This is an optimization exercise on Yosys and OpenROAD, whose aim is small area, a short achievable clock period and few clock cycles per item, not a production implementation. RTL that was checked went through simulation tests only; none was proved equivalent to the original. No functional check of the RTL was part of run 6. No activity file was given, so power comes from the tool's default toggle rates.

--- design/flow/design.v ---
module csum_unit #(
    parameter [15:0] RXB         = 16'h4000,
    parameter [15:0] TXB         = 16'h8000,
    parameter [15:0] RXBUF_SIZE  = 16'd1536,
    parameter [15:0] TXBUF_SIZE  = 16'd1536
) (
    input  wire        clk,
    input  wire        rst,           
    input  wire        cmd_valid,
    output wire        cmd_ready,
    input  wire [31:0] cmd_seed,
    input  wire [15:0] cmd_addr,
    input  wire [15:0] cmd_len,
    output wire        mem_req,
    input  wire        mem_gnt,
    output wire [13:0] mem_waddr,
    input  wire [31:0] mem_rdata,
    output wire        rsp_valid,
    output wire        rsp_err,
    output wire [15:0] rsp_sum
);
    reg        idle;       
    reg        busy;       
    reg        chk;        
    reg        chk2;       
    reg        reqv;       
    reg        first;      
    reg        dvalid;     
    reg        dfirst;     
    reg        dlast;      
    reg        rlast;      
    reg        f1;         
    reg        f2;         
    reg        wq;         
    reg        rspv;
    reg        err;        
    reg        rerr;       
    reg        pre_ok;     
    reg        sel;        
    reg [1:0]  a_lo;       
    reg [10:0] l;          
    reg [8:0]  w;          
    reg [31:0] r;          
    reg [15:0] acc_lo;
    reg [15:0] acc_hi;
    reg [1:0]  cy;         
    wire [11:0] ta = {1'b0, w, a_lo};
    wire [11:0] tb = {1'b0, l};
    wire [12:0] t  = {1'b0, ~(ta ^ tb)} + {(ta | tb), 1'b0};
    wire        ok = pre_ok && (!t[12] || (!t[11] && !(t[10] && t[9])));
    wire        zero = (l == 11'd0);
    wire        none = chk && zero;
    wire gnt      = reqv && mem_gnt;
    wire single   = (l[10:3] == 8'd0) && ({1'b0, l[2:0]} + {2'b00, a_lo} <= 4'd4);
    wire last_now = chk ? single : (w == l[10:2]);
    wire accept   = !busy && cmd_valid;
    reg  [8:0] w_all;      
    integer k;
    always @(*) begin
        w_all[0] = 1'b1;
        for (k = 1; k < 9; k = k + 1)
            w_all[k] = w_all[k-1] & w[k-1];
    end
    wire [8:0] w_n = w ^ (w_all & {9{gnt}});
    wire [3:0] m_lo = dfirst ? (4'b1111 << a_lo) : 4'b1111;
    wire [3:0] m_hi = dlast  ? (4'b1111 >> (2'd3 - l[1:0])) : 4'b1111;
    wire [3:0] m    = {4{dvalid && !err}} & m_lo & m_hi;
    wire [3:0] ms   = m & {4{!a_lo[0]}};                      
    wire [3:0] mx   = {m[2], m[3], m[0], m[1]} & {4{a_lo[0]}};  
    wire [31:0] rd  = mem_rdata;
    wire [31:0] rdx = {rd[23:16], rd[31:24], rd[7:0], rd[15:8]};
    wire [15:0] hi_n = acc_hi + {14'd0, cy};
    wire        inj  = rlast || (chk && zero);
    wire [31:0] r_n  = (rd  & {{8{ms[3]}}, {8{ms[2]}}, {8{ms[1]}}, {8{ms[0]}}}) |
                       (rdx & {{8{mx[3]}}, {8{mx[2]}}, {8{mx[1]}}, {8{mx[0]}}}) |
                       ({6'd0, lo_n[17:16], 8'd0, hi_n[7:0], hi_n[15:8]} & {32{inj}});
    wire [15:0] w0   = {r[7:0], r[15:8]};
    wire [15:0] w1   = {r[23:16], r[31:24]};
    wire [15:0] cs_s = acc_lo ^ w0 ^ w1;
    wire [15:0] cs_c = (acc_lo & w0) | (acc_lo & w1) | (w0 & w1);
    wire [17:0] lo_n = {2'd0, cs_s} + {1'd0, cs_c, f2 && (cy[1] || (cy[0] && !wq))};
    wire [15:0] fh   = {r[7:0], r[15:8]};
    wire        fwr  = ((fh == 16'hffff) && (r[25:24] != 2'd0)) ||
                       ((fh == 16'hfffe) && r[25]);
    wire        nc   = (acc_lo[15:12] != 4'hf) && (fh[15:11] == 5'd0);
    always @(posedge clk) begin
        r      <= r_n;
        dfirst <= first;
        dlast  <= last_now;
        acc_hi <= !busy ? cmd_seed[31:16] : hi_n;
        cy     <= !busy ? 2'd0 : lo_n[17:16];
        if (!busy)
            acc_lo <= cmd_seed[15:0];
        else if (chk2 && err)
            acc_lo <= 16'd0;
        else
            acc_lo <= lo_n[15:0];
        if (!busy) begin
            pre_ok <= ((cmd_addr[15:11] == 5'b01000) || (cmd_addr[15:11] == 5'b10000)) &&
                      (cmd_len[15:11] == 5'd0);
            sel    <= cmd_addr[15];
            a_lo   <= cmd_addr[1:0];
        end
        if (!busy)
            l <= cmd_len[10:0];
        else if (chk)
            l <= t[10:0];
        w <= !busy ? cmd_addr[10:2] : w_n;
        if (chk)
            err <= !ok;
        rerr <= chk2 && err;
        wq <= fwr;
    end
    always @(posedge clk) begin
        if (rst) begin
            idle   <= 1'b1;
            busy   <= 1'b0;
            chk    <= 1'b0;
            chk2   <= 1'b0;
            reqv   <= 1'b0;
            dvalid <= 1'b0;
            rlast  <= 1'b0;
            f1     <= 1'b0;
            f2     <= 1'b0;
            rspv   <= 1'b0;
        end else begin
            chk    <= accept;
            chk2   <= chk;
            dvalid <= gnt && !none;
            rlast  <= dvalid && dlast && !err;
            f1     <= rlast || (chk && zero);
            f2     <= f1 && !err && !nc;
            rspv   <= (f1 && nc) || f2 || (chk2 && err);
            if (accept) begin
                idle  <= 1'b0;
                busy  <= 1'b1;
                reqv  <= 1'b1;
                first <= 1'b1;
            end
            if (rspv) begin
                idle <= 1'b1;
                busy <= 1'b0;
            end
            if (gnt) begin
                first <= 1'b0;
                if (last_now)
                    reqv <= 1'b0;
            end
            if (none || (chk2 && err))
                reqv <= 1'b0;
        end
    end
    assign cmd_ready = idle;
    assign mem_req   = reqv;
    assign mem_waddr = {sel, ~sel, 3'b000, w};
    assign rsp_valid = rspv;
    assign rsp_err   = rerr;
    assign rsp_sum   = acc_lo;
endmodule
--- design/flow/flow/run.sh ---
#!/bin/bash
export BUFFER_PORTS_ARGS="-buffer_cell sky130_fd_sc_hd__buf_1"
export SETUP_SLACK_MARGIN=6.95
bash standard.sh > standard.log 2>&1
--- design/flow/standard.sh ---
#!/bin/bash
# synth_recipe.tcl (not shown) runs the flow's synth.tcl, then flattens the netlist and writes it again
# the make line also repeats each setting of config.mk as NAME=value (left out here)
make -C /OpenROAD-flow-scripts/flow DESIGN_CONFIG=/design/flow/config.mk WORK_HOME=/design/flow/orfs CLKGATE_MAP_FILE= SYNTH_SCRIPT=/design/flow/synth_recipe.tcl "${@:-finish}"
--- design/flow/config.mk ---
export PLATFORM = sky130hd
export DESIGN_NAME = csum_unit
export DESIGN_NICKNAME = csum_unit
export VERILOG_FILES = /design/flow/design.v
export SDC_FILE = /design/flow/constraint.sdc
export NUM_CORES = 4
export LEC_CHECK = 0
export CAP_MARGIN = 20
export CORE_MARGIN = 2
export CORE_UTILIZATION = 40
export SLEW_MARGIN = 20
--- design/flow/constraint.sdc ---
create_clock -name core_clock -period 10.0 [get_ports {clk}]
set_input_delay 2.0000 -clock core_clock [delete_from_list [all_inputs] [get_ports {clk}]]
set_output_delay 2.0000 -clock core_clock [all_outputs]
set_load 0.01 [all_outputs]
==> results of run 1 <==
## registers in the layout, indices dropped and copies added, names as in the netlist, 2 cells and up
signal	count
w	9
l	11
r	32
a_lo	2
acc_lo	16
cy	2
acc_hi	16
## worst paths after layout
check            endpoint  slack, ns  cells after the start
max          mem_waddr[4]       7.02                      1
min reg2reg        dfirst       0.38                      0
max reg2reg           err       7.09                     11
min                dfirst       0.38                      0
## logic make-up after synthesis
group	Yosys count	share of synthesized area, %
buffers and inverters	83	5.41
muxes	9	1.64
adders and majority gates	62	15.2
other	1	0.0614
and+or+nand+nor	172	14.6
DFF	106	37.5
xor gates and xnor gates	40	5.73
AOI/OAI and AO/OA	180	19.9
## layer usage
layer | up-vias | GRT usage, % | share of wire [%] | routed length (um)
li1 | 2596 | - | - | -
met1 | 2484 | 27.6 | 47 | 7800
met2 | 170 | 32.5 | 45 | 7440
met3 | 25 | 4.73 | 5.5 | 908
met4 | 0 | 6.14 | 2.0 | 331
met5 | - | 0 | 0 | 0
## cell usage in the layout (no fill, tap or decap), drive strengths merged, types with 5 or more instances in the layout
| cell type | Yosys | final |
|---|---|---|
| o21ai | 38 | 38 |
| inv | 61 | 64 |
| a21oi | 49 | 49 |
| nand3 | 14 | 14 |
| o2bb2ai | 12 | 12 |
| edfxtp | 17 | 17 |
| a22oi | 17 | 17 |
| nand4 | 11 | 11 |
| xnor2 | 25 | 25 |
| ha | 42 | 42 |
| mux2 | 8 | 8 |
| nor4 | 7 | 7 |
| o211ai | 5 | 5 |
| nor2b | 6 | 6 |
| a21o | 8 | 8 |
| fa | 20 | 20 |
| xor2 | 15 | 15 |
| nor3 | 18 | 18 |
| buf | 8 | 136 |
| nor2 | 44 | 44 |
| o31ai | 5 | 5 |
| clkbuf | 13 | 11 |
| and3 | 5 | 5 |
| dfxtp | 89 | 89 |
| or3 | 5 | 5 |
| a22o | 15 | 15 |
| nand2 | 37 | 37 |
## where the power goes
part | internal, mW | switching [mW] | leakage, nW
Combinational | 0.193 | 0.255 | 1.79
Clock | 0.177 | 0.162 | 0.137
Sequential | 0.480 | 0.0341 | 0.904
Total | 0.850 | 0.451 | 2.83
## cell type report
type	count	area (um^2)	area share, %
sequential	106	2290	32.4
clock inverter	5	36.3	0.513
timing repair buffer	136	533	7.54
tap	188	235	3.33
multi-input combinational	466	3500	49.5
inverter	62	233	3.29
clock buffer	11	243	3.43
## repair_timing
action,4_1_cts,5_1_grt
setup endpoints to repair,0,1
resized for setup,0,1
setup buffers,0,4
==> flow_summary.html, run 1 <==
<table>
<tr><th>Metric</th><th>Value</th></tr>
<tr><th colspan="2">Run status</th></tr>
<tr><td>Status</td><td>no timing/DRC/antenna violations</td></tr>
<tr><th colspan="2">STA</th></tr>
<tr><td>Largest clock skew in the final design</td><td>0.0117 ns</td></tr>
<tr><td>Sum of negative setup slack</td><td>0 ns</td></tr>
<tr><td>Final count of pins violating max slew</td><td>0</td></tr>
<tr><td>Final-layout worst hold slack</td><td>0.383 ns</td></tr>
<tr><td>Min Tclk post-route</td><td>2.98 ns</td></tr>
<tr><td>Worst-case headroom to the max-slew limit</td><td>44.9%</td></tr>
<tr><td>Final cycle utilization of the critical path</td><td>29.8%</td></tr>
<tr><td>Slew at the pin closest to its max-slew limit</td><td>0.825 ns</td></tr>
<tr><td>Final hold violations</td><td>0</td></tr>
<tr><td>Max frequency</td><td>335 MHz</td></tr>
<tr><td>Least setup slack across all paths after layout</td><td>7.02 ns</td></tr>
<tr><td>Final count of negative-setup-slack endpoints</td><td>0</td></tr>
<tr><td>RSZ-0062 raised after global routing</td><td>no</td></tr>
<tr><th colspan="2">Critical path</th></tr>
<tr><td>Cell class contributing the biggest share of worst-path delay</td><td>flip-flops</td></tr>
<tr><td>Source of the critical timing path</td><td>w[4]</td></tr>
<tr><td>Critical-path top delay cell</td><td>dfxtp_1</td></tr>
<tr><td>Slowest Stage Delay on Critical Path</td><td>0.44 ns</td></tr>
<tr><td>Critical path endpoint category</td><td>output port</td></tr>
<tr><td>Worst Path Required</td><td>8.00 ns</td></tr>
<tr><td>Buffer and inverter count on the worst path</td><td>1</td></tr>
<tr><td>Start of the worst register-to-register path</td><td>l[1]</td></tr>
<tr><td>Startpoint type of the worst setup path</td><td>flip-flop</td></tr>
<tr><td>Class of the most critical setup path</td><td>reg2out</td></tr>
<tr><td>Critical path, cell by cell</td><td>buf_1</td></tr>
<tr><td>Arrival time reported for the critical path endpoint</td><td>0.98 ns</td></tr>
<tr><td>Largest fanout on the critical path</td><td>6</td></tr>
<tr><th colspan="2">CTS</th></tr>
<tr><td>Sinks on the clock net</td><td>106</td></tr>
<tr><td># hold bufs at CTS</td><td>0</td></tr>
<tr><td>TritonCTS clock tree</td><td>done</td></tr>
<tr><td>Clock buffer count from CTS</td><td>9</td></tr>
<tr><td>Latest clock arrival within the worst-skew pair</td><td>0.36 ns</td></tr>
<tr><td>H-tree depth reported by CTS</td><td>3</td></tr>
<tr><td>Largest buffer count on any clock path</td><td>2</td></tr>
<tr><td>Clock Pin Slew Worst Setup and Hold Paths</td><td>0.07 ns</td></tr>
<tr><td>Clock Tree Root</td><td>clkbuf_16</td></tr>
<tr><th colspan="2">Yosys</th></tr>
<tr><td>Fraction of registers with async set or reset after synthesis</td><td>0%</td></tr>
<tr><td>Area of the mapped netlist</td><td>6110 um^2</td></tr>
<tr><td>Main synth FF type</td><td>dfxtp_1</td></tr>
<tr><td>Number of library cell types mapped by synthesis</td><td>74</td></tr>
<tr><td>Commonest cells in the netlist</td><td>dfxtp_1, inv_1, a21oi_1</td></tr>
<tr><td>Average cell area after synthesis</td><td>9.36 um^2</td></tr>
<tr><td>Main area contributors after synthesis</td><td>dfxtp_1, ha_1, edfxtp_1</td></tr>
<tr><td>Proportion of synthesized chip area in sequential cells</td><td>37.5%</td></tr>
<tr><td>Number of flops mapped to enable cells by yosys</td><td>17</td></tr>
<tr><td>Synth warnings</td><td>1</td></tr>
<tr><td>Most used standard cell by instance count after synthesis</td><td>dfxtp_1</td></tr>
<tr><td>Most area-hungry cell type in the Yosys netlist</td><td>dfxtp_1</td></tr>
<tr><td>Synth top area share</td><td>29.2%</td></tr>
<tr><td>Syn Inst Count</td><td>653</td></tr>
<tr><td>Flop and latch count out of synthesis</td><td>106</td></tr>
<tr><th colspan="2">Floorplan</th></tr>
<tr><td>Initial core utilization</td><td>40.5%</td></tr>
<tr><td>Top-level I/O count</td><td>134</td></tr>
<tr><td>Die W</td><td>128 um</td></tr>
<tr><td>Chip Height</td><td>128 um</td></tr>
<tr><td>Site Rows</td><td>45</td></tr>
<tr><td>Std-Cell Core Area</td><td>15100 um^2</td></tr>
<tr><td>DIE AREA</td><td>16300 um^2</td></tr>
<tr><th colspan="2">Routing</th></tr>
<tr><td>Post-detailed-route wirelength per cell</td><td>16.9 um</td></tr>
<tr><td>DR vias/cell</td><td>5.42</td></tr>
<tr><td>Drt initial violations</td><td>362</td></tr>
<tr><td>First drt pass iteration count</td><td>5</td></tr>
<tr><td>Overall routed net length</td><td>16500 um</td></tr>
<tr><td>Via count</td><td>5275</td></tr>
<tr><td>Residual DRC</td><td>0</td></tr>
<tr><td>Number of nets still failing antenna checks after routing</td><td>0</td></tr>
<tr><th colspan="2">Layout</th></tr>
<tr><td>Proportion of layout cells with a drive suffix above 1</td><td>6.11%</td></tr>
<tr><td>Post-route non-filler standard cell count</td><td>974</td></tr>
<tr><td>Fill cell instance count of the final layout</td><td>1530</td></tr>
<tr><td>P&amp;R area growth vs syn</td><td>15.7%</td></tr>
<tr><td>Final std cell area, no fill</td><td>7070 um^2</td></tr>
<tr><td>Final design utilization</td><td>46.9%</td></tr>
<tr><td>Total inserted antenna cells</td><td>0</td></tr>
<tr><td>Final net count</td><td>943</td></tr>
<tr><th colspan="2">Power</th></tr>
<tr><td>Pwr Total</td><td>1.30 mW</td></tr>
<tr><td>Maximum ir drop on the vdd rail</td><td>0.115 mV</td></tr>
<tr><td>P_leak</td><td>2.83 nW</td></tr>
<tr><td>Power Dens Cells</td><td>184 nW/um^2</td></tr>
<tr><th colspan="2">Place</th></tr>
<tr><td>Area post-placement</td><td>6760 um^2</td></tr>
<tr><td>HPWL Detailed</td><td>12800 um</td></tr>
<tr><td>PortBufs</td><td>130</td></tr>
<tr><td>Placed Cells</td><td>954</td></tr>
<tr><td>Final RePlAce weighted congestion</td><td>0.941</td></tr>
<tr><td>Post-placement worst setup slack</td><td>6.78 ns</td></tr>
<tr><th colspan="2">Hold path</th></tr>
<tr><td>Class of the tightest hold or removal check</td><td>reg2reg</td></tr>
<tr><td>Hold path startpoint</td><td>first</td></tr>
<tr><th colspan="2">Global routing</th></tr>
<tr><td>Global-route wire length before repair</td><td>25600 um</td></tr>
<tr><td>Vias in the first global route</td><td>5065</td></tr>
<tr><td>Largest net degree at the start of global routing</td><td>64</td></tr>
<tr><td>GRT Util Overall</td><td>20.4%</td></tr>
<tr><td>Number of antenna violations at the first check in global routing</td><td>0</td></tr>
<tr><td>Global route total overflow</td><td>0</td></tr>
<tr><th colspan="2">Job</th></tr>
<tr><td>Number of max-cap violations</td><td>0</td></tr>
</table>
Testbench counts, summed over its fixed seeds: cycles 63,482, items 512.
==> inputs of run 2 (changes only) <==
==> design/flow/flow/run.sh (replaced) <==
#!/bin/bash
export BUFFER_PORTS_ARGS="-buffer_cell sky130_fd_sc_hd__buf_1"
export SETUP_SLACK_MARGIN=7.0
bash standard.sh > standard.log 2>&1
--- a/design/flow/config.mk
+++ b/design/flow/config.mk
@@ -11 +11,2 @@
 export SLEW_MARGIN = 20
+export TNS_END_PERCENT = 20
==> run 2 against run 1 <==
Net effect: wire length up 0.12%; total power about the same; sequential cell count unchanged; largest cell class unchanged; clock power barely moved.
==> flow_summary.html, run 2 <==
<table>
<tr><th>Metric</th><th>Value</th></tr>
<tr><th colspan="2">Run status</th></tr>
<tr><td>Status</td><td>no timing/DRC/antenna violations</td></tr>
<tr><th colspan="2">Layout</th></tr>
<tr><td>Final net count</td><td>943</td></tr>
<tr><td>Proportion of layout cells with a drive suffix above 1</td><td>6.23%</td></tr>
<tr><td>Total inserted antenna cells</td><td>0</td></tr>
<tr><td>Leading cell types in the layout, fill and taps excluded</td><td>buf_1, dfxtp_1, inv_1</td></tr>
<tr><td>Area of the multi-input gates</td><td>3500 um^2</td></tr>
<tr><td>Area occupied by registers</td><td>2290 um^2</td></tr>
<tr><td>P&amp;R area growth vs syn</td><td>15.7%</td></tr>
<tr><td>Fill cell instance count of the final layout</td><td>1531</td></tr>
<tr><td>Max FFs per register</td><td>32</td></tr>
<tr><td>Most common cell after layout, fill and taps aside</td><td>buf_1</td></tr>
<tr><td>Post-route non-filler standard cell count</td><td>974</td></tr>
<tr><td>Registers with the highest flip-flop counts</td><td>r (32), acc_hi (16), acc_lo (16)</td></tr>
<tr><td>Top reg by flops</td><td>r</td></tr>
<tr><th colspan="2">Routing</th></tr>
<tr><td>First drt pass iteration count</td><td>5</td></tr>
<tr><td>Drt initial violations</td><td>345</td></tr>
<tr><td>Post-detailed-route wirelength per cell</td><td>16.9 um</td></tr>
<tr><td>Number of nets still failing antenna checks after routing</td><td>0</td></tr>
<tr><td>Residual DRC</td><td>0</td></tr>
<tr><td>Overall routed net length</td><td>16500 um</td></tr>
<tr><td>DR vias/cell</td><td>5.41</td></tr>
<tr><td>Via count</td><td>5273</td></tr>
<tr><th colspan="2">Place</th></tr>
<tr><td>PortBufs</td><td>130</td></tr>
<tr><td>HPWL Detailed</td><td>12800 um</td></tr>
<tr><td>Final RePlAce weighted congestion</td><td>0.941</td></tr>
<tr><td>Placed Cells</td><td>954</td></tr>
<tr><th colspan="2">STA</th></tr>
<tr><td>Final-layout worst hold slack</td><td>0.383 ns</td></tr>
<tr><td>Final cycle utilization of the critical path</td><td>29.7%</td></tr>
<tr><td>Final count of pins violating max slew</td><td>0</td></tr>
<tr><td>Slew at the pin closest to its max-slew limit</td><td>0.831 ns</td></tr>
<tr><td>Min Tclk post-route</td><td>2.97 ns</td></tr>
<tr><td>Largest clock skew in the final design</td><td>0.0119 ns</td></tr>
<tr><td>Max frequency</td><td>337 MHz</td></tr>
<tr><td>Sum of negative setup slack</td><td>0 ns</td></tr>
<tr><td>Worst-case headroom to the max-slew limit</td><td>44.6%</td></tr>
<tr><td>RSZ-0062 raised after global routing</td><td>yes</td></tr>
<tr><td>Final hold violations</td><td>0</td></tr>
<tr><td>Final count of negative-setup-slack endpoints</td><td>0</td></tr>
<tr><th colspan="2">Critical path</th></tr>
<tr><td>Largest fanout on the critical path</td><td>3</td></tr>
<tr><td>Worst Path Required</td><td>8.00 ns</td></tr>
<tr><td>Cell class contributing the biggest share of worst-path delay</td><td>flip-flops</td></tr>
<tr><td>Slowest Stage Delay on Critical Path</td><td>0.44 ns</td></tr>
<tr><td>Critical-path top delay cell</td><td>dfxtp_1</td></tr>
<tr><td>Critical path, cell by cell</td><td>buf_1</td></tr>
<tr><td>Cell count along the critical path</td><td>1</td></tr>
<tr><td>Buffer and inverter count on the worst path</td><td>1</td></tr>
<tr><td>Critical path endpoint category</td><td>output port</td></tr>
<tr><td>Arrival time reported for the critical path endpoint</td><td>0.97 ns</td></tr>
<tr><td>Depth of the worst register-to-register path</td><td>11</td></tr>
<tr><td>Startpoint type of the worst setup path</td><td>flip-flop</td></tr>
<tr><td>Class of the most critical setup path</td><td>reg2out</td></tr>
<tr><th colspan="2">Global routing</th></tr>
<tr><td>Global-route wire length before repair</td><td>25600 um</td></tr>
<tr><td>Grt met2 use</td><td>32.6%</td></tr>
<tr><td>Routing usage on met3</td><td>4.73%</td></tr>
<tr><td>Global route total overflow</td><td>0</td></tr>
<tr><td>M1 GR Usage</td><td>27.6%</td></tr>
<tr><td>Largest net degree at the start of global routing</td><td>64</td></tr>
<tr><td>GRT Util Overall</td><td>20.4%</td></tr>
<tr><td>Number of antenna violations at the first check in global routing</td><td>0</td></tr>
<tr><td>Layer with the highest usage after global routing</td><td>met2</td></tr>
<tr><td>Vias in the first global route</td><td>5077</td></tr>
<tr><th colspan="2">Power</th></tr>
<tr><td>Share of power burned in combinational logic</td><td>34.3%</td></tr>
<tr><td>Net Sw Power</td><td>451 uW</td></tr>
<tr><td>Fraction of power spent switching nets</td><td>34.7%</td></tr>
<tr><td>Pwr Total</td><td>1.30 mW</td></tr>
<tr><td>Maximum ir drop on the vdd rail</td><td>0.115 mV</td></tr>
<tr><td>P_leak</td><td>2.83 nW</td></tr>
<tr><td>Power Dens Cells</td><td>184 nW/um^2</td></tr>
<tr><td>Clock share of power</td><td>26.1%</td></tr>
<tr><td>Total internal power</td><td>850 uW</td></tr>
<tr><td>Reg power frac</td><td>39.5%</td></tr>
<tr><th colspan="2">Yosys</th></tr>
<tr><td>Fraction of registers with async set or reset after synthesis</td><td>0%</td></tr>
<tr><td>Synth top area share</td><td>29.2%</td></tr>
<tr><td>Area of the mapped netlist</td><td>6110 um^2</td></tr>
<tr><td>Number of flops mapped to enable cells by yosys</td><td>17</td></tr>
<tr><td>Compound-cell area share of the yosys netlist</td><td>19.9%</td></tr>
<tr><td>Most area-hungry cell type in the Yosys netlist</td><td>dfxtp_1</td></tr>
<tr><td>Number of library cell types mapped by synthesis</td><td>74</td></tr>
<tr><td>Proportion of synthesized chip area in sequential cells</td><td>37.5%</td></tr>
<tr><td>Flop and latch count out of synthesis</td><td>106</td></tr>
<tr><td>Fraction of the mapped netlist area in adder cells</td><td>15.2%</td></tr>
<tr><td>Mux cell area share after synthesis</td><td>1.64%</td></tr>
<tr><td>Main combinational cell family by area after synthesis</td><td>compound AO/OA/AOI/OAI gates</td></tr>
<tr><td>Average cell area after synthesis</td><td>9.36 um^2</td></tr>
<tr><td>Xor and xnor area share after synthesis</td><td>5.73%</td></tr>
<tr><td>Commonest cells in the netlist</td><td>dfxtp_1, inv_1, a21oi_1</td></tr>
<tr><td>Syn Inst Count</td><td>653</td></tr>
<tr><td>Share of synthesized cell area in and, or, nand and nor gates</td><td>14.6%</td></tr>
<tr><td>Most used standard cell by instance count after synthesis</td><td>dfxtp_1</td></tr>
<tr><td>Synth warnings</td><td>1</td></tr>
<tr><td>Main area contributors after synthesis</td><td>dfxtp_1, ha_1, edfxtp_1</td></tr>
<tr><td>Main synth FF type</td><td>dfxtp_1</td></tr>
<tr><th colspan="2">Floorplan</th></tr>
<tr><td>Initial core utilization</td><td>40.5%</td></tr>
<tr><td>Site Rows</td><td>45</td></tr>
<tr><td>Std-Cell Core Area</td><td>15100 um^2</td></tr>
<tr><td>Chip Height</td><td>128 um</td></tr>
<tr><td>DIE AREA</td><td>16300 um^2</td></tr>
<tr><td>Top-level I/O count</td><td>134</td></tr>
<tr><td>Die W</td><td>128 um</td></tr>
<tr><th colspan="2">Job</th></tr>
<tr><td>Number of max-cap violations</td><td>0</td></tr>
<tr><th colspan="2">Hold path</th></tr>
<tr><td>Class of the tightest hold or removal check</td><td>reg2reg</td></tr>
<tr><td>Cell depth of the worst hold path</td><td>0</td></tr>
<tr><th colspan="2">CTS</th></tr>
<tr><td># hold bufs at CTS</td><td>0</td></tr>
<tr><td>Clock buffer count from CTS</td><td>9</td></tr>
<tr><td>H-tree depth reported by CTS</td><td>3</td></tr>
<tr><td>Clock Pin Slew Worst Setup and Hold Paths</td><td>0.07 ns</td></tr>
<tr><td>Latest clock arrival within the worst-skew pair</td><td>0.36 ns</td></tr>
<tr><td>Sinks on the clock net</td><td>106</td></tr>
<tr><td>Clock Tree Root</td><td>clkbuf_16</td></tr>
<tr><td>Largest buffer count on any clock path</td><td>2</td></tr>
<tr><td>TritonCTS clock tree</td><td>done</td></tr>
</table>
==> run 2: path summary, 6_finish.rpt <==
| check | start | endpoint | slack (ns) |
|---|---|---|---|
| max | acc_lo[12] | rsp_sum[12] | 7.03 |
| min reg2reg | first | dfirst | 0.38 |
| max reg2reg | l[1] | err | 7.09 |
| min | first | dfirst | 0.38 |
==> run 2: cell type report <==
cell class,instances,share of cell area (%)
multi-input combinational,466,49.5
clock inverter,5,0.513
timing repair buffer,136,7.54
clock buffer,11,3.43
tap,188,3.33
inverter,62,3.29
sequential,106,32.4
==> run 2: power by group through the flow <==
stage,Sequential (mW),Combinational [mW],Clock [mW]
after global placement,0.523,0.427,0
final,0.514,0.447,0.340
after detailed placement,0.524,0.436,0
after floorplan,0.519,0.330,0
after global routing,0.519,0.507,0.363
after CTS,0.515,0.440,0.349
==> run 2: repair_timing <==
action                                  CTS  global route
endpoints found under the setup margin    2             7
pin swaps                                 0             1
resized for setup                         0             2
hold endpoints to repair                  0             0
setup buffers                             1             3
==> run 2: cell families after synthesis <==
kind of cell | after synthesis
AO/OA/AOI/OAI | 180
XOR/XNOR | 40
adder cells (fa/ha/maj) | 62
buffers and inverters | 83
flip-flops | 106
multiplexers | 9
other | 1
AND/OR/NAND/NOR | 172
==> run 2: per-layer routing <==
metal	wire [um]	vias up
li1	-	2595
met2	7430	178
met5	0	-
met3	937	26
met1	7790	2474
met4	333	0
==> run 2: through the flow <==
step                      utilization (%)  cell area (um^2)  worst slack (ns)
after floorplan                         -              6120              7.00
after global placement               44.8              6760              6.78
final                                46.9              7070              7.03
after detailed placement             44.8              6760              6.78
after global routing                 46.9              7070              6.95
after CTS                            46.7              7050              7.00
==> inputs of run 3 (changes only) <==
--- a/design/flow/config.mk
+++ b/design/flow/config.mk
@@ -11,2 +11,2 @@
 export SLEW_MARGIN = 20
-export TNS_END_PERCENT = 20
+export TNS_END_PERCENT = 50
==> run 3 against run 2 <==
Net effect: clock power is essentially flat; count of clock-buffer cells in the layout stayed put; clock skew hardly changed; total power is essentially flat; largest cell class unchanged; global-route usage unchanged; largest power group unchanged; critical endpoint unchanged; sequential power about the same; worst setup slack lost 0.00082 ns; synthesized area is the same; hold slack about the same.
==> flow_summary.html, run 3 <==
<table>
<tr><th>Metric</th><th>Value</th></tr>
<tr><th colspan="2">STA</th></tr>
<tr><td>RSZ-0062 raised after global routing</td><td>yes</td></tr>
<tr><td>Least setup slack across all paths after layout</td><td>7.03 ns</td></tr>
<tr><td>Final count of negative-setup-slack endpoints</td><td>0</td></tr>
<tr><td>Slew at the pin closest to its max-slew limit</td><td>0.832 ns</td></tr>
<tr><td>Final count of pins violating max slew</td><td>0</td></tr>
<tr><td>Final hold violations</td><td>0</td></tr>
<tr><td>Min Tclk post-route</td><td>2.97 ns</td></tr>
<tr><td>Worst-case headroom to the max-slew limit</td><td>44.6%</td></tr>
<tr><td>Sum of negative setup slack</td><td>0 ns</td></tr>
<tr><td>Final cycle utilization of the critical path</td><td>29.7%</td></tr>
<tr><td>Largest clock skew in the final design</td><td>0.0116 ns</td></tr>
<tr><td>Max frequency</td><td>336 MHz</td></tr>
<tr><th colspan="2">Place</th></tr>
<tr><td>Final RePlAce weighted congestion</td><td>0.941</td></tr>
<tr><td>HPWL Detailed</td><td>12800 um</td></tr>
<tr><td>Post-placement worst setup slack</td><td>6.78 ns</td></tr>
<tr><td>PortBufs</td><td>130</td></tr>
<tr><th colspan="2">Global routing</th></tr>
<tr><td>Largest net degree at the start of global routing</td><td>64</td></tr>
<tr><td>Number of antenna violations at the first check in global routing</td><td>0</td></tr>
<tr><td>GRT Util Overall</td><td>20.4%</td></tr>
<tr><td>Vias in the first global route</td><td>5077</td></tr>
<tr><td>Global-route wire length before repair</td><td>25600 um</td></tr>
<tr><td>Global route total overflow</td><td>0</td></tr>
<tr><th colspan="2">Critical path</th></tr>
<tr><td>Critical path endpoint category</td><td>output port</td></tr>
<tr><td>Worst Path Required</td><td>8.00 ns</td></tr>
<tr><td>Class of the most critical setup path</td><td>reg2out</td></tr>
<tr><td>Depth of the worst register-to-register path</td><td>11</td></tr>
<tr><td>Largest fanout on the critical path</td><td>3</td></tr>
<tr><td>Cell class contributing the biggest share of worst-path delay</td><td>flip-flops</td></tr>
<tr><td>Buffer and inverter count on the worst path</td><td>1</td></tr>
<tr><td>Startpoint type of the worst setup path</td><td>flip-flop</td></tr>
<tr><td>Arrival time reported for the critical path endpoint</td><td>0.97 ns</td></tr>
<tr><td>Slowest Stage Delay on Critical Path</td><td>0.44 ns</td></tr>
<tr><td>Cell count along the critical path</td><td>1</td></tr>
<tr><td>Critical path, cell by cell</td><td>buf_1</td></tr>
<tr><td>Critical-path top delay cell</td><td>dfxtp_1</td></tr>
<tr><th colspan="2">Layout</th></tr>
<tr><td>Total inserted antenna cells</td><td>0</td></tr>
<tr><td>Max FFs per register</td><td>32</td></tr>
<tr><td>Proportion of layout cells with a drive suffix above 1</td><td>6.36%</td></tr>
<tr><td>Leading cell types in the layout, fill and taps excluded</td><td>buf_1, dfxtp_1, inv_1</td></tr>
<tr><td>Registers with the highest flip-flop counts</td><td>r (32), acc_hi (16), acc_lo (16)</td></tr>
<tr><td>P&amp;R area growth vs syn</td><td>15.8%</td></tr>
<tr><td>Final net count</td><td>943</td></tr>
<tr><td>Top reg by flops</td><td>r</td></tr>
<tr><td>Most common cell after layout, fill and taps aside</td><td>buf_1</td></tr>
<tr><th colspan="2">Yosys</th></tr>
<tr><td>Syn Inst Count</td><td>653</td></tr>
<tr><td>Number of flops mapped to enable cells by yosys</td><td>17</td></tr>
<tr><td>Commonest cells in the netlist</td><td>dfxtp_1, inv_1, a21oi_1</td></tr>
<tr><td>Main synth FF type</td><td>dfxtp_1</td></tr>
<tr><td>Most used standard cell by instance count after synthesis</td><td>dfxtp_1</td></tr>
<tr><td>Main area contributors after synthesis</td><td>dfxtp_1, ha_1, edfxtp_1</td></tr>
<tr><td>Synth top area share</td><td>29.2%</td></tr>
<tr><td>Average cell area after synthesis</td><td>9.36 um^2</td></tr>
<tr><td>Synth warnings</td><td>1</td></tr>
<tr><td>Number of library cell types mapped by synthesis</td><td>74</td></tr>
<tr><td>Area of the mapped netlist</td><td>6110 um^2</td></tr>
<tr><td>Fraction of registers with async set or reset after synthesis</td><td>0%</td></tr>
<tr><td>Most area-hungry cell type in the Yosys netlist</td><td>dfxtp_1</td></tr>
<tr><td>Proportion of synthesized chip area in sequential cells</td><td>37.5%</td></tr>
<tr><td>Flop and latch count out of synthesis</td><td>106</td></tr>
<tr><th colspan="2">Routing</th></tr>
<tr><td>M1 wire length</td><td>7780 um</td></tr>
<tr><td>Residual DRC</td><td>0</td></tr>
<tr><td>Via count</td><td>5271</td></tr>
<tr><td>Overall routed net length</td><td>16500 um</td></tr>
<tr><td>Top routing layer used</td><td>met4</td></tr>
<tr><td>Post-detailed-route wirelength per cell</td><td>17.0 um</td></tr>
<tr><td>Number of nets still failing antenna checks after routing</td><td>0</td></tr>
<tr><td>Met2 Wirelength</td><td>7410 um</td></tr>
<tr><td>Drt initial violations</td><td>390</td></tr>
<tr><td>DR vias/cell</td><td>5.41</td></tr>
<tr><td>First drt pass iteration count</td><td>5</td></tr>
<tr><td>Routed wire length on met3</td><td>983 um</td></tr>
<tr><th colspan="2">Power</th></tr>
<tr><td>Power Dens Cells</td><td>184 nW/um^2</td></tr>
<tr><td>Maximum ir drop on the vdd rail</td><td>0.115 mV</td></tr>
<tr><td>P_leak</td><td>2.83 nW</td></tr>
<tr><th colspan="2">CTS</th></tr>
<tr><td>Largest buffer count on any clock path</td><td>2</td></tr>
<tr><td>TritonCTS clock tree</td><td>done</td></tr>
<tr><td>H-tree depth reported by CTS</td><td>3</td></tr>
<tr><td>Clock Tree Root</td><td>clkbuf_16</td></tr>
<tr><td>Clock buffer count from CTS</td><td>9</td></tr>
<tr><td>Latest clock arrival within the worst-skew pair</td><td>0.36 ns</td></tr>
<tr><td>Clock Pin Slew Worst Setup and Hold Paths</td><td>0.07 ns</td></tr>
<tr><td>Sinks on the clock net</td><td>106</td></tr>
<tr><th colspan="2">Floorplan</th></tr>
<tr><td>Chip Height</td><td>128 um</td></tr>
<tr><td>DIE AREA</td><td>16300 um^2</td></tr>
<tr><td>Die W</td><td>128 um</td></tr>
<tr><td>Site Rows</td><td>45</td></tr>
<tr><td>Initial core utilization</td><td>40.5%</td></tr>
<tr><td>Top-level I/O count</td><td>134</td></tr>
<tr><td>Std-Cell Core Area</td><td>15100 um^2</td></tr>
<tr><th colspan="2">Run status</th></tr>
<tr><td>Status</td><td>no timing/DRC/antenna violations</td></tr>
<tr><th colspan="2">Hold path</th></tr>
<tr><td>Class of the tightest hold or removal check</td><td>reg2reg</td></tr>
<tr><td>Cell depth of the worst hold path</td><td>0</td></tr>
<tr><th colspan="2">Job</th></tr>
<tr><td>Number of max-cap violations</td><td>0</td></tr>
</table>
-- run 3: metrics by stage --
stage / cell area [um^2] / util, % / hold WS, ns / instances / total power [mW]
3_5_place_dp: 6760 / 44.8 / 0.366 / 954 / 0.960
5_1_grt: 7070 / 46.9 / 0.401 / 974 / 1.39
4_1_cts: 7050 / 46.7 / 0.390 / 971 / 1.30
3_3_place_gp: 6760 / 44.8 / 0.362 / 954 / 0.950
6_report: 7070 / 46.9 / 0.383 / 974 / 1.30
2_1_floorplan: 6120 / - / 0.323 / 655 / 0.848
-- run 3: final timing paths --
kind / endpoint / startpoint / slack (ns)
worst max register to register: err / l[1] / 7.09
worst max-delay path: rsp_sum[12] / acc_lo[12] / 7.03
worst min register to register: dfirst / first / 0.38
worst min-delay path: dfirst / first / 0.38
-- run 3: layout make-up --
class	instances	area (um^2)
Tap cell	188	235
Fill cell	1532	8020
Multi-Input combinational cell	466	3500
Timing Repair Buffer	136	534
Inverter	62	233
Sequential cell	106	2290
Clock buffer	11	243
Clock inverter	5	36.3
-- run 3: cells by family after synthesis --
kind of cell    Yosys count  synth area share [%]
compound gates          180                  19.9
xor+xnor                 40                  5.73
fa+ha+maj                62                  15.2
buf+inv                  83                  5.41
flops                   106                  37.5
mux                       9                  1.64
other cells               1                0.0614
simple gates            172                  14.6
-- run 3: power by group --
part	switching, mW	leakage [nW]	total [mW]	internal [mW]
Sequential	0.0341	0.904	0.514	0.480
Clock	0.163	0.137	0.340	0.177
Combinational	0.254	1.79	0.447	0.193
Total	0.451	2.83	1.30	0.850
-- run 3: timing repair --
action / CTS / global route
hold buffers: 0 / 0
resized for setup: 0 / 4
setup endpoints to repair: 2 / 7
pin swaps: 0 / 1
buffers inserted: 1 / 3
-- run 3: metal layers --
layer	vias to the layer above	GRT usage [%]
met5	-	0
met4	0	6.14
met3	27	4.73
met2	178	32.6
met1	2472	27.6
li1	2594	-
==> inputs of run 4 (changes only) <==
--- a/design/flow/config.mk
+++ b/design/flow/config.mk
@@ -7,2 +7,3 @@
 export LEC_CHECK = 0
+export ABC_AREA = 1
 export CAP_MARGIN = 20
@@ -11,2 +12 @@
 export SLEW_MARGIN = 20
-export TNS_END_PERCENT = 50
==> run 4 against run 3 <==
Net effect: critical path depth rose by 1; clock skew down 0.0056 ns; non-clock buffer count shrank 4; sequential cell count unchanged; count of clock-buffer cells in the layout unchanged; highest routed layer unchanged.
==> flow_summary.html, run 4 <==
<table>
<tr><th>Metric</th><th>Value</th></tr>
<tr><th colspan="2">Global routing</th></tr>
<tr><td>Largest net degree at the start of global routing</td><td>64</td></tr>
<tr><td>Number of antenna violations at the first check in global routing</td><td>0</td></tr>
<tr><td>M1 GR Usage</td><td>27.2%</td></tr>
<tr><td>Layer with the highest usage after global routing</td><td>met2</td></tr>
<tr><td>Vias in the first global route</td><td>5694</td></tr>
<tr><td>Global route total overflow</td><td>0</td></tr>
<tr><td>Global-route wire length before repair</td><td>27700 um</td></tr>
<tr><td>Grt met2 use</td><td>32.8%</td></tr>
<tr><td>Routing usage on met3</td><td>3.16%</td></tr>
<tr><td>GRT Util Overall</td><td>20.2%</td></tr>
<tr><th colspan="2">Floorplan</th></tr>
<tr><td>Initial core utilization</td><td>40.9%</td></tr>
<tr><td>Top-level I/O count</td><td>134</td></tr>
<tr><td>Chip Height</td><td>131 um</td></tr>
<tr><td>DIE AREA</td><td>17200 um^2</td></tr>
<tr><td>Die W</td><td>131 um</td></tr>
<tr><td>Site Rows</td><td>46</td></tr>
<tr><td>Std-Cell Core Area</td><td>15800 um^2</td></tr>
<tr><th colspan="2">Critical path</th></tr>
<tr><td>Buffer and inverter count on the worst path</td><td>2</td></tr>
<tr><td>Cell class contributing the biggest share of worst-path delay</td><td>flip-flops</td></tr>
<tr><td>Arrival time reported for the critical path endpoint</td><td>0.95 ns</td></tr>
<tr><td>Startpoint type of the worst setup path</td><td>flip-flop</td></tr>
<tr><td>Worst Path Required</td><td>8.00 ns</td></tr>
<tr><td>Slowest Stage Delay on Critical Path</td><td>0.39 ns</td></tr>
<tr><td>Largest fanout on the critical path</td><td>2</td></tr>
<tr><td>Critical path endpoint category</td><td>output port</td></tr>
<tr><td>Critical-path top delay cell</td><td>edfxtp_1</td></tr>
<tr><td>Critical path, cell by cell</td><td>inv_1, buf_1</td></tr>
<tr><td>Class of the most critical setup path</td><td>reg2out</td></tr>
<tr><th colspan="2">CTS</th></tr>
<tr><td>H-tree depth reported by CTS</td><td>3</td></tr>
<tr><td># hold bufs at CTS</td><td>0</td></tr>
<tr><td>Sinks on the clock net</td><td>106</td></tr>
<tr><td>Latest clock arrival within the worst-skew pair</td><td>0.35 ns</td></tr>
<tr><td>Clock Pin Slew Worst Setup and Hold Paths</td><td>0.07 ns</td></tr>
<tr><td>TritonCTS clock tree</td><td>done</td></tr>
<tr><td>Clock Tree Root</td><td>clkbuf_16</td></tr>
<tr><td>Clock buffer count from CTS</td><td>9</td></tr>
<tr><td>Largest buffer count on any clock path</td><td>2</td></tr>
<tr><th colspan="2">Place</th></tr>
<tr><td>HPWL Detailed</td><td>13800 um</td></tr>
<tr><td>Final RePlAce weighted congestion</td><td>0.951</td></tr>
<tr><td>PortBufs</td><td>130</td></tr>
<tr><th colspan="2">Yosys</th></tr>
<tr><td>Most used standard cell by instance count after synthesis</td><td>nand2_1</td></tr>
<tr><td>Flop and latch count out of synthesis</td><td>106</td></tr>
<tr><td>Fraction of registers with async set or reset after synthesis</td><td>0%</td></tr>
<tr><td>Most area-hungry cell type in the Yosys netlist</td><td>dfxtp_1</td></tr>
<tr><td>Average cell area after synthesis</td><td>7.39 um^2</td></tr>
<tr><td>Number of flops mapped to enable cells by yosys</td><td>17</td></tr>
<tr><td>Number of library cell types mapped by synthesis</td><td>49</td></tr>
<tr><td>Commonest cells in the netlist</td><td>nand2_1, inv_1, dfxtp_1</td></tr>
<tr><td>Syn Inst Count</td><td>875</td></tr>
<tr><td>Area of the mapped netlist</td><td>6470 um^2</td></tr>
<tr><td>Synth warnings</td><td>1</td></tr>
<tr><td>Synth top area share</td><td>27.5%</td></tr>
<tr><td>Main area contributors after synthesis</td><td>dfxtp_1, nand2_1, ha_1</td></tr>
<tr><td>Proportion of synthesized chip area in sequential cells</td><td>35.4%</td></tr>
<tr><td>Main synth FF type</td><td>dfxtp_1</td></tr>
<tr><th colspan="2">Layout</th></tr>
<tr><td>Most common cell after layout, fill and taps aside</td><td>nand2_1</td></tr>
<tr><td>Leading cell types in the layout, fill and taps excluded</td><td>nand2_1, buf_1, inv_1</td></tr>
<tr><td>Registers with the highest flip-flop counts</td><td>r (32), acc_hi (16), acc_lo (16)</td></tr>
<tr><td>Total inserted antenna cells</td><td>0</td></tr>
<tr><td>Max FFs per register</td><td>32</td></tr>
<tr><td>Top reg by flops</td><td>r</td></tr>
<tr><td>P&amp;R area growth vs syn</td><td>15.1%</td></tr>
<tr><td>Final net count</td><td>1165</td></tr>
<tr><td>Proportion of layout cells with a drive suffix above 1</td><td>5.36%</td></tr>
<tr><th colspan="2">STA</th></tr>
<tr><td>Final-layout worst hold slack</td><td>0.354 ns</td></tr>
<tr><td>Max frequency</td><td>339 MHz</td></tr>
<tr><td>Worst-case headroom to the max-slew limit</td><td>53.2%</td></tr>
<tr><td>Final hold violations</td><td>0</td></tr>
<tr><td>Largest clock skew in the final design</td><td>0.00607 ns</td></tr>
<tr><td>Final cycle utilization of the critical path</td><td>29.5%</td></tr>
<tr><td>Min Tclk post-route</td><td>2.95 ns</td></tr>
<tr><td>Sum of negative setup slack</td><td>0 ns</td></tr>
<tr><td>Slew at the pin closest to its max-slew limit</td><td>0.701 ns</td></tr>
<tr><td>Final count of pins violating max slew</td><td>0</td></tr>
<tr><td>RSZ-0062 raised after global routing</td><td>no</td></tr>
<tr><td>Final count of negative-setup-slack endpoints</td><td>0</td></tr>
<tr><th colspan="2">Power</th></tr>
<tr><td>Maximum ir drop on the vdd rail</td><td>0.0815 mV</td></tr>
<tr><td>Net Sw Power</td><td>425 uW</td></tr>
<tr><td>Fraction of power spent switching nets</td><td>34.5%</td></tr>
<tr><td>Total internal power</td><td>806 uW</td></tr>
<tr><td>Power Dens Cells</td><td>165 nW/um^2</td></tr>
<tr><td>Clock share of power</td><td>28.9%</td></tr>
<tr><td>Share of power burned in combinational logic</td><td>30.5%</td></tr>
<tr><td>P_leak</td><td>3.56 nW</td></tr>
<tr><td>Reg power frac</td><td>40.6%</td></tr>
<tr><th colspan="2">Routing</th></tr>
<tr><td>Number of nets still failing antenna checks after routing</td><td>0</td></tr>
<tr><td>Post-detailed-route wirelength per cell</td><td>14.0 um</td></tr>
<tr><td>Drt initial violations</td><td>397</td></tr>
<tr><td>First drt pass iteration count</td><td>5</td></tr>
<tr><td>Residual DRC</td><td>0</td></tr>
<tr><td>DR vias/cell</td><td>4.79</td></tr>
<tr><td>Overall routed net length</td><td>17100 um</td></tr>
<tr><td>Via count</td><td>5857</td></tr>
<tr><th colspan="2">Run status</th></tr>
<tr><td>Status</td><td>no timing/DRC/antenna violations</td></tr>
<tr><th colspan="2">Hold path</th></tr>
<tr><td>Class of the tightest hold or removal check</td><td>reg2reg</td></tr>
<tr><th colspan="2">Job</th></tr>
<tr><td>Number of max-cap violations</td><td>0</td></tr>
</table>
-- run 4: timing repair --
| action | 4_1_cts | 5_1_grt |
|---|---|---|
| resized for setup | 0 | 2 |
| setup buffers | 0 | 0 |
| setup endpoints to repair | 0 | 2 |
-- run 4: worst reg2reg max path: cells and delay by family (launching register included) --
family	cells	cell delay (ns)
AND/OR/NAND/NOR	10	0.75
buffers and inverters	2	0.19
adder cells (fa/ha/maj)	3	0.96
flip-flops	1	0.47
-- run 4: power groups by stage --
stage | combinational [mW] | clock, mW | sequential [mW]
finish | 0.375 | 0.355 | 0.500
global route | 0.437 | 0.385 | 0.505
CTS | 0.377 | 0.366 | 0.500
detailed placement | 0.375 | 0 | 0.510
global placement | 0.372 | 0 | 0.509
floorplan | 0.274 | 0 | 0.508
-- run 4: final timing paths --
path | from | end | slack [ns] | cells after the start
worst min register to register | first | dfirst | 0.35 | 0
worst max register to register | l[1] | err | 7.39 | 15
worst min-delay path | first | dfirst | 0.35 | 0
worst max-delay path | sel | mem_waddr[12] | 7.05 | 2
-- run 4: layout make-up --
type	instances	area, um^2
inverters	128	483
multi-input cells	626	3610
fillers	1679	8380
well taps	216	270
repair buffers	132	503
clock buffers	11	233
flip-flops and latches	106	2290
clock inverters	5	52.6
-- run 4: logic make-up after synthesis --
group / count (synthesis) / share of synthesized area (%)
AND/OR/NAND/NOR: 449 / 30.5
buffers and inverters: 145 / 8.90
flip-flops: 106 / 35.4
AO/OA/AOI/OAI: 94 / 8.39
adder cells (fa/ha/maj): 62 / 14.3
XOR/XNOR: 18 / 2.44
other: 1 / 0.0580
-- run 4: metal layers --
metal / vias to the layer above / part of all wire, %
met3: 19 / 4.9
met2: 158 / 45
met5: - / 0
met4: 0 / 2.0
met1: 2621 / 48
li1: 3059 / -
-- run 4: per-stage QoR --
step | worst slack, ns | util, % | total power, mW | cell area (um^2) | std cells
after floorplan | 7.26 | - | 0.783 | 6480 | 877
after global placement | 7.04 | 45.2 | 0.881 | 7160 | 1208
after detailed placement | 7.02 | 45.2 | 0.884 | 7160 | 1208
final | 7.05 | 47.1 | 1.23 | 7450 | 1224
after CTS | 7.02 | 47.0 | 1.24 | 7440 | 1224
after global routing | 7.00 | 47.1 | 1.33 | 7450 | 1224
==> inputs of run 5 (changes only) <==
==> design/flow/flow/run.sh (replaced) <==
#!/bin/bash
export BUFFER_PORTS_ARGS="-buffer_cell sky130_fd_sc_hd__buf_1"
export SETUP_SLACK_MARGIN=7.1
bash standard.sh > standard.log 2>&1
==> run 5 against run 4 <==
Net effect: critical path depth stayed put; global-route usage stayed put; register-to-register slack hardly changed; synthesized cell count stayed put; hold slack hardly changed; first-iteration DRC count is 8.8% lower; critical path type unchanged; design area is 0.84% higher; total power is 0.42% higher; worst setup slack better by 0.027 ns; combinational power hardly changed; still clean.
==> flow_summary.html, run 5 <==
<table>
<tr><th>Metric</th><th>Value</th></tr>
<tr><th colspan="2">STA</th></tr>
<tr><td>Final count of negative-setup-slack endpoints</td><td>0</td></tr>
<tr><td>Worst-case headroom to the max-slew limit</td><td>51.4%</td></tr>
<tr><td>Final count of pins violating max slew</td><td>0</td></tr>
<tr><td>Slew at the pin closest to its max-slew limit</td><td>0.729 ns</td></tr>
<tr><td>Sum of negative setup slack</td><td>0 ns</td></tr>
<tr><td>Final hold violations</td><td>0</td></tr>
<tr><td>Final cycle utilization of the critical path</td><td>29.2%</td></tr>
<tr><td>Min Tclk post-route</td><td>2.92 ns</td></tr>
<tr><td>RSZ-0062 raised after global routing</td><td>yes</td></tr>
<tr><td>Max frequency</td><td>342 MHz</td></tr>
<tr><td>Largest clock skew in the final design</td><td>0.00711 ns</td></tr>
<tr><th colspan="2">Critical path</th></tr>
<tr><td>Worst Path Required</td><td>8.00 ns</td></tr>
<tr><td>Class of the most critical setup path</td><td>reg2out</td></tr>
<tr><td>Critical path, cell by cell</td><td>inv_1, buf_2</td></tr>
<tr><td>Largest fanout on the critical path</td><td>2</td></tr>
<tr><td>Arrival time reported for the critical path endpoint</td><td>0.92 ns</td></tr>
<tr><td>Slowest Stage Delay on Critical Path</td><td>0.39 ns</td></tr>
<tr><td>Critical path endpoint category</td><td>output port</td></tr>
<tr><td>Startpoint type of the worst setup path</td><td>flip-flop</td></tr>
<tr><td>Critical-path top delay cell</td><td>edfxtp_1</td></tr>
<tr><th colspan="2">Layout</th></tr>
<tr><td>Fill cell instance count of the final layout</td><td>1669</td></tr>
<tr><td>Registers with the highest flip-flop counts</td><td>r (32), acc_hi (16), acc_lo (16)</td></tr>
<tr><td>P&amp;R area growth vs syn</td><td>16.1%</td></tr>
<tr><td>Most common cell after layout, fill and taps aside</td><td>nand2_1</td></tr>
<tr><td>Final net count</td><td>1165</td></tr>
<tr><td>Leading cell types in the layout, fill and taps excluded</td><td>nand2_1, inv_1, buf_1</td></tr>
<tr><td>Max FFs per register</td><td>32</td></tr>
<tr><td>Area of the multi-input gates</td><td>3610 um^2</td></tr>
<tr><td>Proportion of layout cells with a drive suffix above 1</td><td>9.72%</td></tr>
<tr><td>Area occupied by registers</td><td>2320 um^2</td></tr>
<tr><td>Total inserted antenna cells</td><td>0</td></tr>
<tr><td>Top reg by flops</td><td>r</td></tr>
<tr><th colspan="2">Floorplan</th></tr>
<tr><td>Initial core utilization</td><td>40.9%</td></tr>
<tr><td>Top-level I/O count</td><td>134</td></tr>
<tr><td>Site Rows</td><td>46</td></tr>
<tr><td>Std-Cell Core Area</td><td>15800 um^2</td></tr>
<tr><td>Chip Height</td><td>131 um</td></tr>
<tr><td>DIE AREA</td><td>17200 um^2</td></tr>
<tr><td>Die W</td><td>131 um</td></tr>
<tr><th colspan="2">Routing</th></tr>
<tr><td>Met2 Wirelength</td><td>7670 um</td></tr>
<tr><td>Number of nets still failing antenna checks after routing</td><td>0</td></tr>
<tr><td>M1 wire length</td><td>8340 um</td></tr>
<tr><td>Overall routed net length</td><td>17200 um</td></tr>
<tr><td>Drt initial violations</td><td>362</td></tr>
<tr><td>First drt pass iteration count</td><td>5</td></tr>
<tr><td>Routed wire length on met3</td><td>769 um</td></tr>
<tr><td>DR vias/cell</td><td>4.79</td></tr>
<tr><td>Via count</td><td>5866</td></tr>
<tr><td>Residual DRC</td><td>0</td></tr>
<tr><td>Top routing layer used</td><td>met4</td></tr>
<tr><td>Post-detailed-route wirelength per cell</td><td>14.0 um</td></tr>
<tr><th colspan="2">Power</th></tr>
<tr><td>Share of power burned in combinational logic</td><td>30.6%</td></tr>
<tr><td>Pwr Total</td><td>1.24 mW</td></tr>
<tr><td>P_leak</td><td>3.64 nW</td></tr>
<tr><td>Fraction of power spent switching nets</td><td>34.4%</td></tr>
<tr><td>Reg power frac</td><td>40.6%</td></tr>
<tr><td>Total internal power</td><td>811 uW</td></tr>
<tr><td>Power Dens Cells</td><td>165 nW/um^2</td></tr>
<tr><td>Net Sw Power</td><td>425 uW</td></tr>
<tr><td>Clock share of power</td><td>28.8%</td></tr>
<tr><td>Maximum ir drop on the vdd rail</td><td>0.0825 mV</td></tr>
<tr><th colspan="2">Global routing</th></tr>
<tr><td>Largest net degree at the start of global routing</td><td>64</td></tr>
<tr><td>Number of antenna violations at the first check in global routing</td><td>0</td></tr>
<tr><td>Global route total overflow</td><td>0</td></tr>
<tr><td>Global-route wire length before repair</td><td>27700 um</td></tr>
<tr><td>Vias in the first global route</td><td>5694</td></tr>
<tr><td>GRT Util Overall</td><td>20.2%</td></tr>
<tr><th colspan="2">CTS</th></tr>
<tr><td>H-tree depth reported by CTS</td><td>3</td></tr>
<tr><td># hold bufs at CTS</td><td>0</td></tr>
<tr><td>Latest clock arrival within the worst-skew pair</td><td>0.36 ns</td></tr>
<tr><td>Clock Pin Slew Worst Setup and Hold Paths</td><td>0.07 ns</td></tr>
<tr><td>Largest buffer count on any clock path</td><td>2</td></tr>
<tr><td>TritonCTS clock tree</td><td>done</td></tr>
<tr><td>Number of buffers added for setup after CTS</td><td>0</td></tr>
<tr><td>Sinks on the clock net</td><td>106</td></tr>
<tr><td>Clock buffer count from CTS</td><td>9</td></tr>
<tr><td>Clock Tree Root</td><td>clkbuf_16</td></tr>
<tr><th colspan="2">Place</th></tr>
<tr><td>PortBufs</td><td>130</td></tr>
<tr><td>Final RePlAce weighted congestion</td><td>0.951</td></tr>
<tr><td>HPWL Detailed</td><td>13800 um</td></tr>
<tr><th colspan="2">Yosys</th></tr>
<tr><td>Most area-hungry cell type in the Yosys netlist</td><td>dfxtp_1</td></tr>
<tr><td>Area of the mapped netlist</td><td>6470 um^2</td></tr>
<tr><td>Average cell area after synthesis</td><td>7.39 um^2</td></tr>
<tr><td>Fraction of registers with async set or reset after synthesis</td><td>0%</td></tr>
<tr><td>Proportion of synthesized chip area in sequential cells</td><td>35.4%</td></tr>
<tr><td>Main area contributors after synthesis</td><td>dfxtp_1, nand2_1, ha_1</td></tr>
<tr><td>Number of library cell types mapped by synthesis</td><td>49</td></tr>
<tr><td>Syn Inst Count</td><td>875</td></tr>
<tr><td>Main synth FF type</td><td>dfxtp_1</td></tr>
<tr><td>Flop and latch count out of synthesis</td><td>106</td></tr>
<tr><td>Synth top area share</td><td>27.5%</td></tr>
<tr><td>Most used standard cell by instance count after synthesis</td><td>nand2_1</td></tr>
<tr><td>Commonest cells in the netlist</td><td>nand2_1, inv_1, dfxtp_1</td></tr>
<tr><td>Synth warnings</td><td>1</td></tr>
<tr><td>Number of flops mapped to enable cells by yosys</td><td>17</td></tr>
<tr><th colspan="2">Run status</th></tr>
<tr><td>Status</td><td>no timing/DRC/antenna violations</td></tr>
<tr><th colspan="2">Job</th></tr>
<tr><td>Number of max-cap violations</td><td>0</td></tr>
<tr><th colspan="2">Hold path</th></tr>
<tr><td>Class of the tightest hold or removal check</td><td>reg2reg</td></tr>
</table>
run 5: path summary, 6_finish.rpt:
kind / to / depth (start not counted) / from / slack [ns]
worst min-delay path: dfirst / 0 / first / 0.35
worst max-delay path: mem_waddr[12] / 2 / sel / 7.08
worst min register to register: dfirst / 0 / first / 0.35
worst max register to register: err / 15 / l[1] / 7.39
run 5: repair_timing:
item                                    in CTS  in global routing
endpoints found under the setup margin      19                 22
resized for setup                           24                 25
endpoints found under the hold margin        0                  0
run 5: power groups by stage:
stage	sequential (mW)	clock (mW)	combinational, mW
detailed placement	0.510	0	0.375
global placement	0.509	0	0.372
finish	0.502	0.356	0.378
floorplan	0.508	0	0.274
CTS	0.501	0.366	0.379
global route	0.507	0.384	0.440
run 5: worst max-delay path, delay by kind of cell (launching register included):
| kind | cells | cell delay, ns |
|---|---|---|
| buffers and inverters | 2 | 0.18 |
| flip-flops | 1 | 0.39 |
run 5: kinds of logic (layout without fill, tap and decap cells):
family          Yosys count  in the layout  share of synthesized area, %
buf+inv                 145            276                          8.90
flops                   106            106                          35.4
fa+ha+maj                62             62                          14.3
other cells               1              3                        0.0580
compound gates           94             94                          8.39
simple gates            449            449                          30.5
xor+xnor                 18             18                          2.44
run 5: routing by layer:
layer | track usage [%] | up-vias
met4 | 7.49 | 0
met1 | 27.2 | 2631
met2 | 32.8 | 154
met3 | 3.16 | 22
li1 | - | 3059
met5 | 0 | -
run 5: area by class of cell:
| type | count | area share (%) |
|---|---|---|
| timing repair buffer | 132 | 7.13 |
| sequential | 106 | 31.0 |
| inverter | 128 | 6.43 |
| clock inverter | 5 | 0.700 |
| clock buffer | 11 | 3.10 |
| multi-input combinational | 626 | 48.1 |
| tap | 216 | 3.60 |
run 5: stage by stage:
stage | cells | cell area, um^2 | setup WS [ns] | utilization (%) | hold WS [ns]
floorplan | 877 | 6480 | 7.26 | - | 0.323
global placement | 1208 | 7160 | 7.04 | 45.2 | 0.349
detailed placement | 1208 | 7160 | 7.02 | 45.2 | 0.346
CTS | 1224 | 7470 | 7.05 | 47.2 | 0.367
global route | 1224 | 7510 | 7.04 | 47.5 | 0.368
finish | 1224 | 7510 | 7.08 | 47.5 | 0.355
==> inputs of run 6 (changes only) <==
--- a/design/flow/design.v
+++ b/design/flow/design.v
@@ -22,3 +22,3 @@
     reg        idle;       
-    reg        busy;       
+    wire       busy = !idle;
     reg        chk;        
@@ -116,3 +116,2 @@
             idle   <= 1'b1;
-            busy   <= 1'b0;
             chk    <= 1'b0;
@@ -135,3 +134,2 @@
                 idle  <= 1'b0;
-                busy  <= 1'b1;
                 reqv  <= 1'b1;
@@ -141,3 +139,2 @@
                 idle <= 1'b1;
-                busy <= 1'b0;
             end
--- a/design/flow/config.mk
+++ b/design/flow/config.mk
@@ -7,3 +7,2 @@
 export LEC_CHECK = 0
-export ABC_AREA = 1
 export CAP_MARGIN = 20
==> run 6 against run 5 <==
Net effect: still clean on timing, DRC and antenna; core utilization increased by 1.9 points; cell count decreased by 22%; register-to-register slack got worse by 0.41 ns; hold slack got worse by 0.0081 ns; sequential cell count decreased by 1; fmax decreased by 3.1%; sequential share of layout area increased by 1.4 points; synthesized cell count decreased by 28%.
==> flow_summary.html, run 6 <==
<table>
<tr><th>Metric</th><th>Value</th></tr>
<tr><th colspan="2">Critical path</th></tr>
<tr><td>Depth of the worst register-to-register path</td><td>12</td></tr>
<tr><td>Last element of the critical path</td><td>err</td></tr>
<tr><td>Critical path endpoint category</td><td>flip-flop</td></tr>
<tr><td>Slack of the worst reg-to-reg path</td><td>6.98 ns</td></tr>
<tr><td>Largest fanout on the critical path</td><td>2</td></tr>
<tr><td>Start of the worst register-to-register path</td><td>l[1]</td></tr>
<tr><td>Startpoint type of the worst setup path</td><td>flip-flop</td></tr>
<tr><td>Class of the most critical setup path</td><td>reg2reg</td></tr>
<tr><th colspan="2">Global routing</th></tr>
<tr><td>Number of antenna violations at the first check in global routing</td><td>0</td></tr>
<tr><td>Global-route wire length before repair</td><td>25200 um</td></tr>
<tr><td>GRT Util Overall</td><td>20.3%</td></tr>
<tr><td>Global route total overflow</td><td>0</td></tr>
<tr><td>Largest net degree at the start of global routing</td><td>77</td></tr>
<tr><th colspan="2">Routing</th></tr>
<tr><td>Overall routed net length</td><td>16000 um</td></tr>
<tr><td>Post-detailed-route wirelength per cell</td><td>16.7 um</td></tr>
<tr><td>DR vias/cell</td><td>5.33</td></tr>
<tr><td>Number of nets still failing antenna checks after routing</td><td>0</td></tr>
<tr><td>Residual DRC</td><td>0</td></tr>
<tr><th colspan="2">Power</th></tr>
<tr><td>Fraction of power spent switching nets</td><td>34.0%</td></tr>
<tr><td>Net Sw Power</td><td>461 uW</td></tr>
<tr><td>Share of power burned in combinational logic</td><td>32.5%</td></tr>
<tr><td>Power Dens Cells</td><td>189 nW/um^2</td></tr>
<tr><td>Reg power frac</td><td>37.2%</td></tr>
<tr><td>Total internal power</td><td>893 uW</td></tr>
<tr><td>Maximum ir drop on the vdd rail</td><td>0.0889 mV</td></tr>
<tr><td>P_leak</td><td>2.99 nW</td></tr>
<tr><th colspan="2">Yosys</th></tr>
<tr><td>Average cell area after synthesis</td><td>9.34 um^2</td></tr>
<tr><td>Number of flops mapped to enable cells by yosys</td><td>17</td></tr>
<tr><td>Number of library cell types mapped by synthesis</td><td>58</td></tr>
<tr><td>Most area-hungry cell type in the Yosys netlist</td><td>dfxtp_1</td></tr>
<tr><td>Most used standard cell by instance count after synthesis</td><td>dfxtp_1</td></tr>
<tr><td>Main synth FF type</td><td>dfxtp_1</td></tr>
<tr><td>Commonest cells in the netlist</td><td>dfxtp_1, nand2_1, inv_1</td></tr>
<tr><td>Synth warnings</td><td>1</td></tr>
<tr><th colspan="2">CTS</th></tr>
<tr><td># hold bufs at CTS</td><td>0</td></tr>
<tr><td>TritonCTS clock tree</td><td>done</td></tr>
<tr><td>Clock Pin Slew Worst Setup and Hold Paths</td><td>0.07 ns</td></tr>
<tr><td>Clock buffer count from CTS</td><td>9</td></tr>
<tr><td>Latest clock arrival within the worst-skew pair</td><td>0.37 ns</td></tr>
<tr><td>Clock Tree Root</td><td>clkbuf_16</td></tr>
<tr><td>H-tree depth reported by CTS</td><td>3</td></tr>
<tr><td>Largest buffer count on any clock path</td><td>2</td></tr>
<tr><th colspan="2">Layout</th></tr>
<tr><td>Proportion of layout cells with a drive suffix above 1</td><td>14.4%</td></tr>
<tr><td>Total inserted antenna cells</td><td>0</td></tr>
<tr><td>Registers with the highest flip-flop counts</td><td>r (32), acc_hi (16), acc_lo (16)</td></tr>
<tr><td>Top reg by flops</td><td>r</td></tr>
<tr><td>Most common cell after layout, fill and taps aside</td><td>buf_1</td></tr>
<tr><td>P&amp;R area growth vs syn</td><td>20.9%</td></tr>
<tr><td>Max FFs per register</td><td>32</td></tr>
<tr><th colspan="2">STA</th></tr>
<tr><td>Min Tclk post-route</td><td>3.02 ns</td></tr>
<tr><td>RSZ-0062 raised after global routing</td><td>yes</td></tr>
<tr><td>Sum of negative setup slack</td><td>0 ns</td></tr>
<tr><td>Final count of pins violating max slew</td><td>0</td></tr>
<tr><td>Final count of negative-setup-slack endpoints</td><td>0</td></tr>
<tr><td>Final hold violations</td><td>0</td></tr>
<tr><td>Slew at the pin closest to its max-slew limit</td><td>0.971 ns</td></tr>
<tr><td>Final cycle utilization of the critical path</td><td>30.2%</td></tr>
<tr><td>Max frequency</td><td>332 MHz</td></tr>
<tr><td>Largest clock skew in the final design</td><td>0.0138 ns</td></tr>
<tr><td>Worst-case headroom to the max-slew limit</td><td>35.3%</td></tr>
<tr><th colspan="2">Floorplan</th></tr>
<tr><td>Die W</td><td>126 um</td></tr>
<tr><td>Top-level I/O count</td><td>134</td></tr>
<tr><td>Std-Cell Core Area</td><td>14500 um^2</td></tr>
<tr><td>Initial core utilization</td><td>40.8%</td></tr>
<tr><td>DIE AREA</td><td>15800 um^2</td></tr>
<tr><td>Chip Height</td><td>126 um</td></tr>
<tr><th colspan="2">Job</th></tr>
<tr><td>Number of max-cap violations</td><td>0</td></tr>
<tr><th colspan="2">Hold path</th></tr>
<tr><td>Class of the tightest hold or removal check</td><td>reg2reg</td></tr>
<tr><th colspan="2">Place</th></tr>
<tr><td>Final RePlAce weighted congestion</td><td>0.888</td></tr>
<tr><td>HPWL Detailed</td><td>12600 um</td></tr>
<tr><th colspan="2">Run status</th></tr>
<tr><td>Status</td><td>no timing/DRC/antenna violations</td></tr>
</table>
==> run 6: layer usage <==
| layer | share of wire [%] | track usage, % | vias to the layer above | routed length (um) |
|---|---|---|---|---|
| met5 | 0 | 0 | - | 0 |
| met4 | 1.9 | 6.80 | 0 | 310 |
| met3 | 5.6 | 3.21 | 24 | 896 |
| met2 | 46 | 33.2 | 179 | 7450 |
| met1 | 46 | 27.5 | 2424 | 7390 |
| li1 | - | - | 2491 | - |
==> run 6: layout make-up <==
cell class / count / area, um^2
Tap cell: 184 / 230
Multi-Input combinational cell: 452 / 3410
Inverter: 59 / 221
Fill cell: 1379 / 7330
Timing Repair Buffer: 144 / 624
Sequential cell: 105 / 2310
Clock inverter: 7 / 124
Clock buffer: 9 / 225
==> run 6: how the worst min path moves through the flow <==
stage,start,to,slack (ns),cells past startpoint
after floorplan,first,dfirst,0.32,0
after global placement,first,dfirst,0.33,0
after detailed placement,first,dfirst,0.33,0
after CTS,first,dfirst,0.35,0
after global routing,first,dfirst,0.37,0
final,first,dfirst,0.35,0
==> run 6: power groups by stage <==
stage / Sequential, mW / Clock [mW] / Combinational (mW)
6_report: 0.503 / 0.411 / 0.440
5_1_grt: 0.508 / 0.432 / 0.489
4_1_cts: 0.502 / 0.415 / 0.435
3_5_place_dp: 0.514 / 0 / 0.418
3_3_place_gp: 0.512 / 0 / 0.414
2_1_floorplan: 0.511 / 0 / 0.313
==> run 6: critical path, cell delays in order, from the launching register on <==
cell,delay (ns)
edfxtp_1,0.37
inv_1,0.05
ha_1,0.28
inv_1,0.05
ha_2,0.18
fa_2,0.36
a211o_1,0.30
a21oi_2,0.17
nor3_1,0.10
a2111oi_4,0.28
xor2_1,0.21
a22oi_1,0.11
or3_1,0.30
==> run 6: cells by family (layout without fill, tap and decap cells) <==
kind of cell / after synthesis / after routing / share of synthesized area (%)
other: 1 / 3 / 0.0634
AOI/OAI and AO/OA: 168 / 168 / 18.9
DFF: 105 / 105 / 38.4
and+or+nand+nor: 163 / 163 / 13.1
xor gates and xnor gates: 48 / 48 / 7.11
muxes: 8 / 8 / 1.52
buffers and inverters: 78 / 219 / 5.21
adders and majority gates: 62 / 62 / 15.7
==> run 6: what timing repair did <==
item                       CTS  global route
setup endpoints to repair   33            31
pin swaps                    5            12
resized for setup           35            30
buffers inserted             7             6
==> run 6: metrics by stage <==
stage	instance area [um^2]	utilization (%)	cells	hold slack [ns]	worst slack, ns
final	7150	49.4	960	0.347	6.98
after global routing	7150	49.4	960	0.368	6.89
after CTS	7040	48.6	954	0.348	6.98
after detailed placement	6580	45.4	931	0.332	6.72
after global placement	6580	45.4	931	0.333	6.76
after floorplan	5940	-	635	0.323	7.03
